What follows belongs to an exercise in optimizing a design on an open flow for small area, a short achievable clock period and few clock cycles; a production flow would make more cautious choices. The RTL was checked by simulation tests, not by an equivalence proof against the original design. Power figures rest on the tool's default switching activity, not on a simulated workload.

==> v27 <==
==> flow/design.v (excerpt) <==
module ptfc_cke (
    input  wire        clk,
    input  wire        rst,
    input  wire        ibuf_we,
    input  wire [9:0]  ibuf_addr,
    input  wire [7:0]  ibuf_wdata,
    input  wire        ilen_we,
    input  wire [15:0] ilen_wdata,
    input  wire        errlog_we,
    input  wire [15:0] errlog_wdata,
    input  wire        cmd_we,
    input  wire [7:0]  cmd,
    output reg         busy,
    output reg         done,
    output reg  [7:0]  status,
    output reg  [15:0] errlog,
    output reg  [7:0]  rsum,
    output reg  [15:0] rlen,
    output reg  [15:0] rpos,
    output reg  [15:0] rcrc,
    output reg  [7:0]  blen,
    output reg  [15:0] dcrc
);
    localparam BUF_CAP = 540;
    localparam NGRP    = 9;       
    localparam OP_NOP  = 8'h00;
    localparam OP_OSUM = 8'h10;
    localparam OP_OVFY = 8'h11;
    localparam OP_ICRC = 8'h12;
    localparam E_ILL     = 4'd1;
    localparam E_NOSTART = 4'd2;
    localparam E_SHORT   = 4'd3;
    localparam E_OCHK    = 4'd4;
  ...
clock: 10.0 ns
lec_check: 0
abc_clock_period_in_ps: 3500
cap_margin: 20
core_margin: 2
core_utilization: 62
cts_cluster_diameter: 100
cts_cluster_size: 25
slew_margin: 20
synth_memory_max_bits: 8192
standard.sh (not shown) runs the stock make flow with config.mk's settings and CLKGATE_MAP_FILE= SYNTH_SCRIPT=/design/flow/synth_recipe.tcl, a recipe that flattens the netlist after the stock synthesis.
==> flow/flow/run.sh <==
#!/bin/bash
set -euo pipefail
bash standard.sh SETUP_SLACK_MARGIN=6.6 MATCH_CELL_FOOTPRINT=0 \
  "CTS_ARGS=-sink_clustering_enable -repair_clock_nets -sink_clustering_size 25 -sink_clustering_max_diameter 100 -distance_between_buffers 200" \
  finish > standard_flow.log 2>&1
==> inputs of v12, as changes to v27 <==
--- a/flow/design.v
+++ b/flow/design.v
@@ -210,15 +210,14 @@
     wire [9:0]  pi     = e_addr;
     wire [7:0]  pnew   = e_new;
     wire [7:0]  pold   = rdata;
     wire [9:0]  s1     = s_pos + 10'd1;
     wire [9:0]  s2     = s_pos + 10'd2;
     wire        d_lo3  = (d_addr < 10'd3);
-    wire [2:0]  d_sub3 = {1'b0, d_addr[1:0]} + 3'd1 + {2'b00, n > 8'd3} + {2'b00, n > 8'd4};
-    reg  [7:0]  e_sub;
-    wire [7:0]  fk     = n - e_sub;
+    wire [7:0]  d_fk   = n - 8'd1 - d_addr[7:0] - {7'd0, d_lo3 && n > 8'd3} - {7'd0, d_lo3 && n > 8'd4};
+    reg  [7:0]  fk;
     reg  [9:0]  P_n;
     reg         st_ok_n, ov_ok_n, cr_ok_n;
     reg  [7:0]  S_n;
     reg  [2:0]  ph_n;
     reg  [9:0]  s_pos_n;
     reg  [15:0] L_n;
@@ -441,13 +440,13 @@
             d_pat   <= 1'b0;
             d_addr  <= 10'd0;
             d_new   <= 8'd0;
             e_pat   <= 1'b0;
             e_addr  <= 10'd0;
             e_new   <= 8'd0;
-            e_sub   <= 8'd0;
+            fk      <= 8'd0;
             wdh     <= 17'd0;
             P       <= 10'd0;
             peq     <= 1'b1;
             st_ok   <= 1'b1;
             ov_ok   <= 1'b1;
             cr_ok   <= 1'b1;
@@ -477,13 +476,13 @@
             d_pat  <= q_pat;
             d_addr <= q_addr;
             d_new  <= q_data;
             e_pat  <= d_pat;
             e_addr <= d_addr;
             e_new  <= d_new;
-            e_sub  <= d_lo3 ? {5'd0, d_sub3} : d_addr[7:0] + 8'd1;
+            fk     <= d_fk;
             for (i = 0; i < 17; i = i + 1)
                 wdh[i] <= h_we && ibuf_addr[9:5] == i;
             P       <= P_n;
             peq     <= (P_n == ilen_n);
             st_ok   <= st_ok_n;
             ov_ok   <= ov_ok_n;
- CORE_UTILIZATION: 62 -> 55
==> inputs of v38, as changes to v27 <==
--- a/flow/design.v
+++ b/flow/design.v
@@ -107,17 +107,15 @@
     reg        q_we;
     reg  [9:0] q_addr;
     reg  [7:0] q_data;      
     reg        q_clr, q_app, q_pat, q_gap;
     reg  [8*BUF_CAP-1:0] mem;
     integer i;
-    reg  [16:0] wdh;
-    reg  [31:0] wdl;
     always @(posedge clk) begin
         for (i = 0; i < BUF_CAP; i = i + 1)
-            if (wdh[i/32] && wdl[i%32])
+            if (q_we && q_addr == i)
                 mem[8*i +: 8] <= q_data;
     end
     wire [7:0] b0 = mem[7:0];
     wire [7:0] n  = mem[23:16];
     wire [7:0] b3 = mem[31:24];
     wire [7:0] b4 = mem[39:32];
@@ -209,16 +207,14 @@
     wire [7:0]  ap_v   = q_data;
     wire [9:0]  pi     = e_addr;
     wire [7:0]  pnew   = e_new;
     wire [7:0]  pold   = rdata;
     wire [9:0]  s1     = s_pos + 10'd1;
     wire [9:0]  s2     = s_pos + 10'd2;
-    wire        d_lo3  = (d_addr < 10'd3);
-    wire [2:0]  d_sub3 = {1'b0, d_addr[1:0]} + 3'd1 + {2'b00, n > 8'd3} + {2'b00, n > 8'd4};
-    reg  [7:0]  e_sub;
-    wire [7:0]  fk     = n - e_sub;
+    wire        lo3    = (pi < 10'd3);
+    wire [7:0]  fk     = n - 8'd1 - pi[7:0] - {7'd0, lo3 && n > 8'd3} - {7'd0, lo3 && n > 8'd4};
     reg  [9:0]  P_n;
     reg         st_ok_n, ov_ok_n, cr_ok_n;
     reg  [7:0]  S_n;
     reg  [2:0]  ph_n;
     reg  [9:0]  s_pos_n;
     reg  [15:0] L_n;
@@ -407,17 +403,14 @@
                           (n == 8'd1) ? crc_g(b0) : crc_run;
     wire [15:0] dc      = {b4, b3};
     wire        n_ge5   = (n >= 8'd5);
     wire [7:0]  ic_stat = icrc_short ? {4'h0, E_SHORT} :
                           (n_ge5 && dc == crcv) ? 8'h20 : 8'h00;
     wire [16:0] bsum = {7'd0, s_pos} + {1'b0, L} + 17'd3;
-    always @(posedge clk) begin
+    always @(posedge clk)
         bend <= (bsum[16:11] != 6'd0) ? 11'h7FF : bsum[10:0];
-        for (i = 0; i < 32; i = i + 1)
-            wdl[i] <= (ibuf_addr[4:0] == i);
-    end
     always @(posedge clk) begin
         if (rst) begin
             state   <= S_IDLE;
             kind    <= K_OSUM;
             busy    <= 1'b0;
             done    <= 1'b0;
@@ -441,14 +434,12 @@
             d_pat   <= 1'b0;
             d_addr  <= 10'd0;
             d_new   <= 8'd0;
             e_pat   <= 1'b0;
             e_addr  <= 10'd0;
             e_new   <= 8'd0;
-            e_sub   <= 8'd0;
-            wdh     <= 17'd0;
             P       <= 10'd0;
             peq     <= 1'b1;
             st_ok   <= 1'b1;
             ov_ok   <= 1'b1;
             cr_ok   <= 1'b1;
             S       <= 8'd0;
@@ -477,15 +468,12 @@
             d_pat  <= q_pat;
             d_addr <= q_addr;
             d_new  <= q_data;
             e_pat  <= d_pat;
             e_addr <= d_addr;
             e_new  <= d_new;
-            e_sub  <= d_lo3 ? {5'd0, d_sub3} : d_addr[7:0] + 8'd1;
-            for (i = 0; i < 17; i = i + 1)
-                wdh[i] <= h_we && ibuf_addr[9:5] == i;
             P       <= P_n;
             peq     <= (P_n == ilen_n);
             st_ok   <= st_ok_n;
             ov_ok   <= ov_ok_n;
             cr_ok   <= cr_ok_n;
             S       <= S_n;
==> flow/flow/run.sh (replaced) <==
#!/bin/bash
set -euo pipefail
bash standard.sh SETUP_SLACK_MARGIN=6.3 finish > standard_flow.log 2>&1
- CORE_UTILIZATION: 62 -> 55
==> summary.txt <==
                                                                                         v27                 v38                         v12
Result of the run                                           no timing/DRC/antenna violations  no timing/DRC/antenna violations  complete, but fails checks
Reasons for failing layout checks                                                          -                   -          antenna violations
Worst r2r dst                                                              rlo[44]$_DFFE_PN_  fx_k[7]$_SDFF_PP0_            fk[7]$_SDFF_PP0_
Worst setup endpoint                                                                rcrc[14]  fx_k[7]$_SDFF_PP0_            fk[7]$_SDFF_PP0_
Detailed route wirelength on metal3                                                 49900 µm            34600 µm                    40000 µm
Number of core rows                                                                      205                 216                         217
Sequential cells                                                                        4845                4788                        4845
Via Count                                                                              98400               96100                       97000
Yosys reg bits                                                                          4845                4788                        4845
Area of the core                                                                   0.312 mm²           0.346 mm²                   0.350 mm²
Portion of the clock cycle consumed by the worst path in the final layout              33.8%               38.3%                       35.0%
Post-detailed-route count of antenna-violating nets                                        0                   0                           1
Utilization of the core after routing                                                  66.8%               59.5%                       59.8%
Worst Slack Setup Final                                                              6620 ps             6170 ps                     6500 ps
Routing usage on met2                                                                  47.9%               43.5%                       44.4%
Effective utilization at floorplan                                                     62.3%               55.3%                       55.4%
Sequential power                                                                     23.1 mW             22.8 mW                     22.2 mW
Count of TritonRoute iterations in the first routing pass                                  9                   8                           6
DR iter-0 viols                                                                        13600               10900                       11400
Adder-cell share of the synthesized area                                               1.05%               1.11%                       1.08%
Proportion of power drawn by combinational gates                                       11.7%               12.8%                        5.3%
HPWL after detailed placement                                                      292000 µm           293000 µm                   302000 µm
Number of global-route vias before repair                                              94900               94600                       95800
Testbench counts of v27, summed over its fixed seeds: cycles 339,668.
Testbench counts of v12, summed over its fixed seeds: cycles 339,668.
Testbench counts of v38, summed over its fixed seeds: cycles 339,668.

==> static timing again, ports no longer ideal <==
The results above use ideal ports. As a check the final layouts listed here were re-extracted and re-timed, cells and wires unchanged.
Step 1: set_driving_cell puts a clkbuf_16 on clk and a buf_2 on each other input, an assumption about the parent block.
Step 2 times the ports against the registers' clock, not the clock port: input delays grow and output delays shrink by t, the midpoint of the rising clock arrivals with the driver on.
a / b / c = ideal / step 1 / step 2; a / b = the first two.
run | t (ns) | slack for setup (ns) | worst data-port slew with drivers (ns) | cell pins on the clock port's net
v27 | 0.991 | 6.623 / 6.523 / 5.749 | 0.15 | 1
v12 | 0.974 | 6.496 / 6.472 / 5.675 | 0.17 | 1
v38 | 1.053 | 6.168 / 6.168 / 5.224 | 0.07 | 1
For v38, which loses most, drivers alone change the setup slack by 0.000 ns; drivers and shift together by -0.944 ns.
